Source: an optimization exercise on an open RTL-to-GDS flow (aim: a short achievable clock period and few clock cycles). Production flows keep margins and buffers that such runs may drop.
Power figures rest on the tool's default switching activity, not on a simulated workload.

==> 08-08 <==
==> flow/design.v <==
module jcpu8 (
    input  wire        clk,
    input  wire        rst,         
    input  wire        stall,       
    output wire [15:0] mem_addr,
    output wire        mem_we,
    output wire [7:0]  mem_wdata,
    input  wire [7:0]  mem_rdata,
    input  wire [7:0]  io0,
    output wire        io_event,
    output wire [7:0]  io_value,
    output wire        fault
);
    localparam [3:0] ID_MOV = 4'h1, ID_LW  = 4'h2, ID_SW  = 4'h3, ID_LDA = 4'h4,
                     ID_PUSH = 4'h5, ID_POP = 4'h6, ID_JNZ = 4'h7, ID_ADD = 4'h8,
                     ID_ADC = 4'h9, ID_AND = 4'hA, ID_NOR = 4'hB, ID_CMP = 4'hC;
    reg [7:0]  ra, rb, rc, rd, rl, rh, rf;
    reg [15:0] sp;
    reg [7:0]  io_prev;
    reg        faulted;
    reg        pF, pA1, pA2, pM;    
    reg [15:0] addr_q;      
    reg [15:0] ret_q;       
    reg        we_q;
    reg [7:0]  wd_q;
    reg        imm;
    reg        c_lw, c_sw, c_push, c_pop, c_jnz, c_three, c_ls;
    reg        c_mov, c_and, c_nor, c_add, c_adc, c_cmp, c_lda;
    reg [7:0]  rf_sel;      
    reg [7:0]  arg1;
    reg [7:0]  a1_sel;      
    reg [6:0]  ex_we;       
    reg        ex_lda, ex_add, ex_cmp, ex_and, ex_nor, ex_sum;
    reg        cin_q;
    reg        fl_v;        
    reg [7:0]  x1_q;        
    reg [7:0]  op2_q;       
    reg [7:0]  ex_hi;       
    reg        ex_d_f, ex_d_inv;
    reg        ex_s_reg;    
    reg [2:0]  ex_s_lo;     
    reg        ex_s_hi;     
    reg [2:0]  ex_d_lo;     
    reg [7:0]  res_q;       
    reg        fl_c;        
    reg        fl_d_f, fl_d_inv, fl_s_same, fl_s_f;
    reg [7:0]  fl_op2;
    reg        ev_q;
    reg [7:0]  ev_val;
    reg        fault_q;
    wire active = !stall && !faulted;
    function automatic [7:0] onehot(input [7:0] c);
        begin
            onehot = 8'd0;
            case (c)
                8'd0: onehot[0] = 1'b1;
                8'd1: onehot[1] = 1'b1;
                8'd2: onehot[2] = 1'b1;
                8'd3: onehot[3] = 1'b1;
                8'd4: onehot[4] = 1'b1;
                8'd5: onehot[5] = 1'b1;
                8'd6: onehot[6] = 1'b1;
                default: onehot[7] = 1'b1;
            endcase
        end
    endfunction
    function automatic [7:0] rsel(input [7:0] s,
                                  input [7:0] a, input [7:0] b, input [7:0] c,
                                  input [7:0] d, input [7:0] l, input [7:0] h,
                                  input [7:0] f);
        begin
            rsel = ({8{s[0]}} & a) | ({8{s[1]}} & b) | ({8{s[2]}} & c) |
                   ({8{s[3]}} & d) | ({8{s[4]}} & l) | ({8{s[5]}} & h) |
                   ({8{s[6]}} & f) | {8{s[7]}};
        end
    endfunction
    function automatic [7:0] cmpbits(input [7:0] x, input [7:0] y);
        reg [7:0] g1, e1;
        reg [3:0] g2, e2;
        reg [1:0] g3, e3;
        reg       g4, e4;
        integer i;
        begin
            g1 = x & ~y;
            e1 = ~(x ^ y);
            for (i = 0; i < 4; i = i + 1) begin
                g2[i] = g1[2*i+1] | (e1[2*i+1] & g1[2*i]);
                e2[i] = e1[2*i+1] & e1[2*i];
            end
            for (i = 0; i < 2; i = i + 1) begin
                g3[i] = g2[2*i+1] | (e2[2*i+1] & g2[2*i]);
                e3[i] = e2[2*i+1] & e2[2*i];
            end
            g4 = g3[1] | (e3[1] & g3[0]);
            e4 = e3[1] & e3[0];
            cmpbits = {4'd0, !g4 && !e4, e4, g4, 1'b0};
        end
    endfunction
    function automatic [8:0] add8(input [7:0] a, input [7:0] b, input cin);
        reg [7:0] g, p, gg, pp, gn, pn;
        reg [8:0] c;
        integer i, k;
        begin
            g = a & b;
            p = a ^ b;
            gg = g;
            pp = p;
            for (k = 1; k < 8; k = k * 2) begin
                gn = gg;
                pn = pp;
                for (i = k; i < 8; i = i + 1) begin
                    gn[i] = gg[i] | (pp[i] & gg[i-k]);
                    pn[i] = pp[i] & pp[i-k];
                end
                gg = gn;
                pp = pn;
            end
            c[0] = cin;
            for (i = 0; i < 8; i = i + 1)
                c[i+1] = gg[i] | (pp[i] & cin);
            add8 = {c[8], p ^ c[7:0]};
        end
    endfunction
    function automatic is_defined(input [7:0] b);
        begin
            if (b[3:0] == ID_LW || b[3:0] == ID_SW)
                is_defined = 1'b1;
            else if (b[6:4] != 3'd0)
                is_defined = 1'b0;
            else case (b[3:0])
                ID_MOV, ID_ADD, ID_ADC, ID_AND, ID_NOR, ID_CMP,
                ID_PUSH, ID_JNZ: is_defined = 1'b1;
                ID_LDA:          is_defined = b[7];
                ID_POP:          is_defined = ~b[7];
                default:         is_defined = 1'b0;
            endcase
        end
    endfunction
    assign mem_addr  = addr_q;
    assign mem_we    = we_q;
    assign mem_wdata = wd_q;
    assign io_event  = ev_q;
    assign io_value  = ev_val;
    assign fault     = fault_q;
    wire        hi_nz = |mem_rdata[7:3];
    reg  [7:0]  x_lo;
    always @* begin
        case (mem_rdata[2:0])
            3'd0: x_lo = ra;
            3'd1: x_lo = rb;
            3'd2: x_lo = rc;
            3'd3: x_lo = rd;
            3'd4: x_lo = rl;
            3'd5: x_lo = rh;
            3'd6: x_lo = rf;
            default: x_lo = 8'hFF;
        endcase
    end
    wire [7:0]  x_rd    = x_lo | {8{hi_nz}};
    wire [7:0]  rd_sel  = onehot(mem_rdata);
    wire [7:0]  x_a1    = rsel(a1_sel, ra, rb, rc, rd, rl, rh, rf);
    wire [7:0]  x_rf    = rsel(rf_sel, ra, rb, rc, rd, rl, rh, rf);
    wire [7:0]  opv     = imm ? mem_rdata : x_rd;
    wire [15:0] pc_inc  = addr_q + 16'd1;
    wire [15:0] sp_dec  = sp - 16'd1;
    wire [15:0] sp_inc  = sp + 16'd1;
    wire        sp_ffff = &sp;             
    wire        sp_zero = ~|sp;            
    wire [15:0] ls_addr = imm ? {arg1, mem_rdata} : {x_a1, x_rd};
    wire [7:0]  zr = {1'b0, ~((|rf) | fl_v), ~|rh, ~|rl, ~|rd, ~|rc, ~|rb, ~|ra};
    wire        taken = imm ? (|mem_rdata) : !(zr[mem_rdata[2:0]] && !hi_nz);
    wire        push_wait = fl_v && !imm;
    wire        go_ls  = pA2 && c_ls;
    wire        go_jnz = pA1 && c_jnz;
    wire [15:0] addr_early = pM ? ret_q :
                             (pA1 && c_push) ? sp_dec :
                             (pA1 && c_pop)  ? sp : pc_inc;
    wire [15:0] addr_next = go_ls ? ls_addr :
                            (go_jnz && taken) ? {rh, rl} : addr_early;
    wire        adv = !(pA1 && c_push && push_wait);
    wire [3:0]  nid = mem_rdata[3:0];
    always @(posedge clk) begin
        if (rst) begin
            pF <= 1'b1; pA1 <= 1'b0; pA2 <= 1'b0; pM <= 1'b0;
            addr_q <= 16'd0; we_q <= 1'b0;
            sp <= 16'd0;
            io_prev <= 8'd0; faulted <= 1'b0;
        end else if (active) begin
            if (adv) addr_q <= addr_next;
            we_q <= (pA1 && c_push && !push_wait && sp_dec[15]) ||
                    (pA2 && c_sw && ls_addr[15]);
            if (pF) begin
                if (io0 != io_prev) io_prev <= io0;
                if (!is_defined(mem_rdata)) faulted <= 1'b1;
                pF <= 1'b0; pA1 <= 1'b1;
            end
            if (pA1 && adv) begin
                pA1 <= 1'b0;
                if (c_three)         pA2 <= 1'b1;
                else if (c_jnz)      pF  <= 1'b1;
                else                 pM  <= 1'b1;
            end
            if (pA2) begin
                pA2 <= 1'b0;
                if (c_ls) pM <= 1'b1;
                else      pF <= 1'b1;
            end
            if (pM) begin
                pM <= 1'b0;
                pF <= 1'b1;
                if (c_push) begin
                    if (!sp_dec[15]) begin
                        faulted <= 1'b1;
                    end else begin
                        sp <= sp_dec;
                        if (sp_ffff) sp[7:0]  <= wd_q;
                        if (sp_zero) sp[15:8] <= wd_q;
                    end
                end
                if (c_pop) sp <= sp_inc;
                if (c_sw) begin
                    if (!addr_q[15]) begin
                        faulted <= 1'b1;
                    end else begin
                        if (addr_q == 16'hFFFE) sp[7:0]  <= wd_q;
                        if (addr_q == 16'hFFFF) sp[15:8] <= wd_q;
                    end
                end
            end
        end
    end
    always @(posedge clk) begin
        if (rst) begin
            imm <= 1'b0;
            c_lw <= 1'b0; c_sw <= 1'b0; c_ls <= 1'b0; c_push <= 1'b0;
            c_pop <= 1'b0; c_jnz <= 1'b0; c_three <= 1'b0; c_mov <= 1'b0;
            c_and <= 1'b0; c_nor <= 1'b0; c_add <= 1'b0; c_adc <= 1'b0;
            c_cmp <= 1'b0; c_lda <= 1'b0;
            rf_sel <= 8'd0; arg1 <= 8'd0; a1_sel <= 8'd0;
            wd_q <= 8'd0; ret_q <= 16'd0;
        end else begin
        if (pF) begin
            imm     <= mem_rdata[7];
            c_lw    <= nid == ID_LW;
            c_sw    <= nid == ID_SW;
            c_ls    <= nid == ID_LW || nid == ID_SW;
            c_push  <= nid == ID_PUSH;
            c_pop   <= nid == ID_POP;
            c_jnz   <= nid == ID_JNZ;
            c_three <= !(nid == ID_PUSH || nid == ID_POP || nid == ID_JNZ);
            c_mov   <= nid == ID_MOV;
            c_and   <= nid == ID_AND;
            c_nor   <= nid == ID_NOR;
            c_add   <= nid == ID_ADD || nid == ID_ADC;
            c_adc   <= nid == ID_ADC;
            c_cmp   <= nid == ID_CMP;
            c_lda   <= nid == ID_LDA;
            rf_sel  <= onehot({5'd0, mem_rdata[6:4]});
        end
        if (pA1) begin
            arg1   <= mem_rdata;
            a1_sel <= rd_sel;
            wd_q   <= opv;
        end
        if (pA2) begin
            wd_q   <= x_rf;
        end
        if (pA1 || pA2) ret_q <= pc_inc;
        end
    end
    wire fault_set = active && ((pF && !is_defined(mem_rdata)) ||
                                (pM && c_push && !sp_dec[15]) ||
                                (pM && c_sw && !addr_q[15]));
    wire ev_next   = active && pF && io0 != io_prev;
    always @(posedge clk) begin
        if (rst) begin
            ev_q    <= 1'b0;
            fault_q <= 1'b0;
        end else if (!stall) begin
            ev_q    <= ev_next;
            fault_q <= (faulted || fault_set) && !ev_next;
        end
        if (rst)     ev_val <= 8'd0;
        else if (pF) ev_val <= io0;
    end
    wire [8:0] sum = add8(x1_q, op2_q, cin_q);
    wire [7:0] res = ({8{ex_sum}} & sum[7:0]) |
                     ({8{ex_and}} & (x1_q & op2_q)) |
                     ({8{ex_nor}} & ~(x1_q | op2_q)) |
                     ({8{!(ex_sum || ex_and || ex_nor)}} & op2_q);
    wire       carry = ex_add & sum[8];
    wire [7:0] fl_x1  = res_q | {7'd0, fl_d_f & fl_c} | {8{fl_d_inv}};
    wire [7:0] fl_y   = fl_s_same ? fl_x1 : fl_s_f ? rf : fl_op2;
    wire [7:0] fl_cmp = cmpbits(fl_x1, fl_y);
    wire [7:0] ex_cmpv = cmpbits(x1_q, op2_q);
    wire setup_alu = pA2 && !c_ls;
    wire setup_ld  = pM && (c_lw || c_pop);
    wire [7:0] ld_sel = c_lw ? rf_sel : a1_sel;
    always @(posedge clk) begin
        if (rst) begin
            ra <= 8'd0; rb <= 8'd0; rc <= 8'd0; rd <= 8'd0;
            rl <= 8'd0; rh <= 8'd0; rf <= 8'd0;
            ex_we <= 7'd0; ex_lda <= 1'b0; ex_add <= 1'b0; ex_cmp <= 1'b0;
            fl_v <= 1'b0;
        end else if (active) begin
            if (ex_we[0]) ra <= res;
            if (ex_we[1]) rb <= res;
            if (ex_we[2]) rc <= res;
            if (ex_we[3]) rd <= res;
            if (ex_we[4]) rl <= res;
            else if (ex_lda) rl <= op2_q;
            if (ex_we[5]) rh <= res;
            else if (ex_lda) rh <= ex_hi;
            if (ex_we[6])    rf <= res | {7'd0, carry};
            else if (ex_add) rf <= rf | {7'd0, carry};
            else if (ex_cmp) rf <= ex_cmpv;
            else if (fl_v)   rf <= rf | fl_cmp;
            fl_v   <= ex_add;
            ex_we  <= 7'd0;
            ex_lda <= 1'b0;
            ex_add <= 1'b0;
            ex_cmp <= 1'b0;
            if (setup_alu) begin
                ex_we  <= (c_cmp || c_lda) ? 7'd0 : a1_sel[6:0];
                ex_lda <= c_lda;
                ex_add <= c_add;
                ex_cmp <= c_cmp;
            end
            if (setup_ld) begin
                ex_we  <= ld_sel[6:0];
            end
        end
    end
    always @(posedge clk) begin
        if (rst) begin
            ex_sum <= 1'b0; ex_and <= 1'b0; ex_nor <= 1'b0; cin_q <= 1'b0;
            x1_q <= 8'd0; op2_q <= 8'd0; ex_hi <= 8'd0;
            ex_d_f <= 1'b0; ex_d_inv <= 1'b0; ex_s_reg <= 1'b0;
            ex_s_lo <= 3'd0; ex_s_hi <= 1'b0; ex_d_lo <= 3'd0;
        end else begin
        if (setup_alu) begin
            ex_sum    <= c_add;
            ex_and    <= c_and;
            ex_nor    <= c_nor;
            cin_q     <= c_adc & rf[0];
            x1_q      <= x_a1;
            op2_q     <= opv;
            ex_hi     <= arg1;
            ex_d_f    <= a1_sel[6];
            ex_d_inv  <= a1_sel[7];
            ex_s_reg  <= !imm;
            ex_s_lo   <= mem_rdata[2:0];
            ex_s_hi   <= hi_nz;
            ex_d_lo   <= arg1[2:0];
        end
        if (setup_ld) begin
            ex_sum <= 1'b0;
            ex_and <= 1'b0;
            ex_nor <= 1'b0;
            op2_q  <= mem_rdata;
        end
        end
    end
    always @(posedge clk) begin
        begin
            res_q     <= res;
            fl_c      <= carry;
            fl_d_f    <= ex_d_f;
            fl_d_inv  <= ex_d_inv;
            fl_s_same <= ex_s_reg && !ex_s_hi && !ex_d_inv && ex_s_lo == ex_d_lo;
            fl_s_f    <= ex_s_reg && !ex_s_hi && ex_s_lo == 3'd6;
            fl_op2    <= op2_q;
        end
    end
endmodule
==> flow/run.sh <==
#!/bin/bash
# synth_recipe.tcl (not shown) runs the flow's synth.tcl, then flattens the netlist and writes it again
# the make line also repeats each setting of config.mk as NAME=value (left out here)
make -C /OpenROAD-flow-scripts/flow DESIGN_CONFIG=/design/flow/config.mk WORK_HOME=/design/flow/orfs CLKGATE_MAP_FILE= SYNTH_SCRIPT=/design/flow/synth_recipe.tcl finish
==> flow/config.mk <==
export PLATFORM = sky130hd
export DESIGN_NAME = jcpu8
export DESIGN_NICKNAME = jcpu8
export VERILOG_FILES = /design/flow/design.v
export SDC_FILE = /design/flow/constraint.sdc
export NUM_CORES = 4
export LEC_CHECK = 0
export CAP_MARGIN = 20
export CORE_MARGIN = 2
export CORE_UTILIZATION = 45
export GPL_ROUTABILITY_DRIVEN = 1
export GPL_TIMING_DRIVEN = 1
export PLACE_DENSITY = 0.6
export SETUP_SLACK_MARGIN = 4.0
export SLEW_MARGIN = 20
==> flow/constraint.sdc <==
create_clock -name core_clock -period 6.0 [get_ports {clk}]
set_input_delay 1.2000 -clock core_clock [delete_from_list [all_inputs] [get_ports {clk}]]
set_output_delay 1.2000 -clock core_clock [all_outputs]
set_load 0.01 [all_outputs]
==> 12-07 (differences from 08-08) <==
--- a/flow/design.v
+++ b/flow/design.v
@@ -143,31 +143,18 @@
     assign io_value  = ev_val;
     assign fault     = fault_q;
-    wire        hi_nz = |mem_rdata[7:3];
-    reg  [7:0]  x_lo;
-    always @* begin
-        case (mem_rdata[2:0])
-            3'd0: x_lo = ra;
-            3'd1: x_lo = rb;
-            3'd2: x_lo = rc;
-            3'd3: x_lo = rd;
-            3'd4: x_lo = rl;
-            3'd5: x_lo = rh;
-            3'd6: x_lo = rf;
-            default: x_lo = 8'hFF;
-        endcase
-    end
-    wire [7:0]  x_rd    = x_lo | {8{hi_nz}};
+    wire        hi_nz, taken;
+    wire [7:0]  x_rd, opv;
+    wire [6:0]  zr = {~((|rf) | fl_v), ~|rh, ~|rl, ~|rd, ~|rc, ~|rb, ~|ra};
+    jcpu8_bsel u_bsel (.b(mem_rdata), .imm(imm),
+                       .ra(ra), .rb(rb), .rc(rc), .rd(rd), .rl(rl), .rh(rh), .rf(rf),
+                       .zr(zr), .hi(hi_nz), .x(x_rd), .opv(opv), .taken(taken));
     wire [7:0]  rd_sel  = onehot(mem_rdata);
     wire [7:0]  x_a1    = rsel(a1_sel, ra, rb, rc, rd, rl, rh, rf);
     wire [7:0]  x_rf    = rsel(rf_sel, ra, rb, rc, rd, rl, rh, rf);
-    wire [7:0]  opv     = imm ? mem_rdata : x_rd;
     wire [15:0] pc_inc  = addr_q + 16'd1;
     wire [15:0] sp_dec  = sp - 16'd1;
     wire [15:0] sp_inc  = sp + 16'd1;
-    wire        sp_ffff = &sp;             
-    wire        sp_zero = ~|sp;            
+    reg         sp_ok, sp_ffff, sp_zero;   
     wire [15:0] ls_addr = imm ? {arg1, mem_rdata} : {x_a1, x_rd};
-    wire [7:0]  zr = {1'b0, ~((|rf) | fl_v), ~|rh, ~|rl, ~|rd, ~|rc, ~|rb, ~|ra};
-    wire        taken = imm ? (|mem_rdata) : !(zr[mem_rdata[2:0]] && !hi_nz);
     wire        push_wait = fl_v && !imm;
     wire        go_ls  = pA2 && c_ls;
@@ -188,5 +175,5 @@
         end else if (active) begin
             if (adv) addr_q <= addr_next;
-            we_q <= (pA1 && c_push && !push_wait && sp_dec[15]) ||
+            we_q <= (pA1 && c_push && !push_wait && sp_ok) ||
                     (pA2 && c_sw && ls_addr[15]);
             if (pF) begin
@@ -210,5 +197,5 @@
                 pF <= 1'b1;
                 if (c_push) begin
-                    if (!sp_dec[15]) begin
+                    if (!sp_ok) begin
                         faulted <= 1'b1;
                     end else begin
@@ -238,4 +225,5 @@
             c_cmp <= 1'b0; c_lda <= 1'b0;
             rf_sel <= 8'd0; arg1 <= 8'd0; a1_sel <= 8'd0;
+            sp_ok <= 1'b0; sp_ffff <= 1'b0; sp_zero <= 1'b0;
             wd_q <= 8'd0; ret_q <= 16'd0;
         end else begin
@@ -257,4 +245,7 @@
             c_lda   <= nid == ID_LDA;
             rf_sel  <= onehot({5'd0, mem_rdata[6:4]});
+            sp_ok   <= sp_dec[15];
+            sp_ffff <= &sp;
+            sp_zero <= ~|sp;
         end
         if (pA1) begin
@@ -270,5 +261,5 @@
     end
     wire fault_set = active && ((pF && !is_defined(mem_rdata)) ||
-                                (pM && c_push && !sp_dec[15]) ||
+                                (pM && c_push && !sp_ok) ||
                                 (pM && c_sw && !addr_q[15]));
     wire ev_next   = active && pF && io0 != io_prev;
@@ -374,2 +365,31 @@
     end
 endmodule
+module jcpu8_bsel (
+    input  wire [7:0] b,
+    input  wire       imm,
+    input  wire [7:0] ra, rb, rc, rd, rl, rh, rf,
+    input  wire [6:0] zr,      
+    output wire       hi,      
+    output wire [7:0] x,       
+    output wire [7:0] opv,     
+    output wire       taken    
+);
+    reg [7:0] x_lo;
+    reg       z_lo;
+    always @* begin
+        case (b[2:0])
+            3'd0: begin x_lo = ra; z_lo = zr[0]; end
+            3'd1: begin x_lo = rb; z_lo = zr[1]; end
+            3'd2: begin x_lo = rc; z_lo = zr[2]; end
+            3'd3: begin x_lo = rd; z_lo = zr[3]; end
+            3'd4: begin x_lo = rl; z_lo = zr[4]; end
+            3'd5: begin x_lo = rh; z_lo = zr[5]; end
+            3'd6: begin x_lo = rf; z_lo = zr[6]; end
+            default: begin x_lo = 8'hFF; z_lo = 1'b0; end
+        endcase
+    end
+    assign hi    = |b[7:3];
+    assign x     = x_lo | {8{hi}};
+    assign opv   = imm ? b : x;
+    assign taken = imm ? |b : !(z_lo && !hi);
+endmodule
SYNTH_HIERARCHICAL = 1   (was unset)
SYNTH_MINIMUM_KEEP_SIZE = 0   (was unset)
==> comparison table <==
metric                                                          12-07           08-08
DR WL met2                                                   26.40 mm        26.54 mm
Area fraction in compound gates after synthesis                27.28%          27.67%
Global router's overall resource usage                         35.44%          36.61%
Highest routed layer                                             met4            met5
Non-clock inverter instance count of the final layout              50              58
Layout clock buffer count                                          38              41
Avg WL per Cell                                              25.81 um        26.99 um
Termination of the worst setup path                        addr_q[13]           sp[3]
Vias post-DR                                                    15730           15530
Result of the run                                      finished clean  finished clean
Nonclk buf count                                                  272             240
Share of total power in combinational logic                     18.7%           17.9%
Post-CTS setup-driven buffer insertion count                      133             118
Post-layout util                                               63.17%          62.46%
Most common cell on crit path                                   buf_4           or4_4
Critical-path cell with the highest stage delay                 or4_1           or4_4
Total area of multi-input combinational cells               10170 um2        9980 um2
Router iterations before antenna repair                             8               6
Function was not checked in any run of this note: the RTL went through the layout flow alone.

separate check: timing with driven ports:
The flow's constraints put no driver on any port. The routed layouts listed below were extracted and timed again, unchanged, in two steps. Step 1 (the two cells are an assumption about what drives the block):
set clk [get_ports {clk}]
set_driving_cell -lib_cell sky130_fd_sc_hd__clkbuf_16 $clk
set_driving_cell -lib_cell sky130_fd_sc_hd__buf_2 [delete_from_list [all_inputs] $clk]
Step 2 times the ports against the registers' clock, not the clock port: input delays grow and output delays shrink by t, the midpoint of the rising clock arrivals with the driver on. a / b / c = ideal ports / drivers / drivers and shift; a / b = the first two.
run	shift t [ns]	setup WS [ns]	hold WS [ns]
08-08	0.611	3.203 / 3.203 / 2.641	0.350 / 0.350 / 0.350
12-07	0.620	3.137 / 3.137 / 2.579	0.361 / 0.361 / 0.361
After both steps every run listed still meets setup and hold. The setup slack of 08-08, which loses most, moves by 0.000 ns with the drivers and by -0.562 ns with both steps.
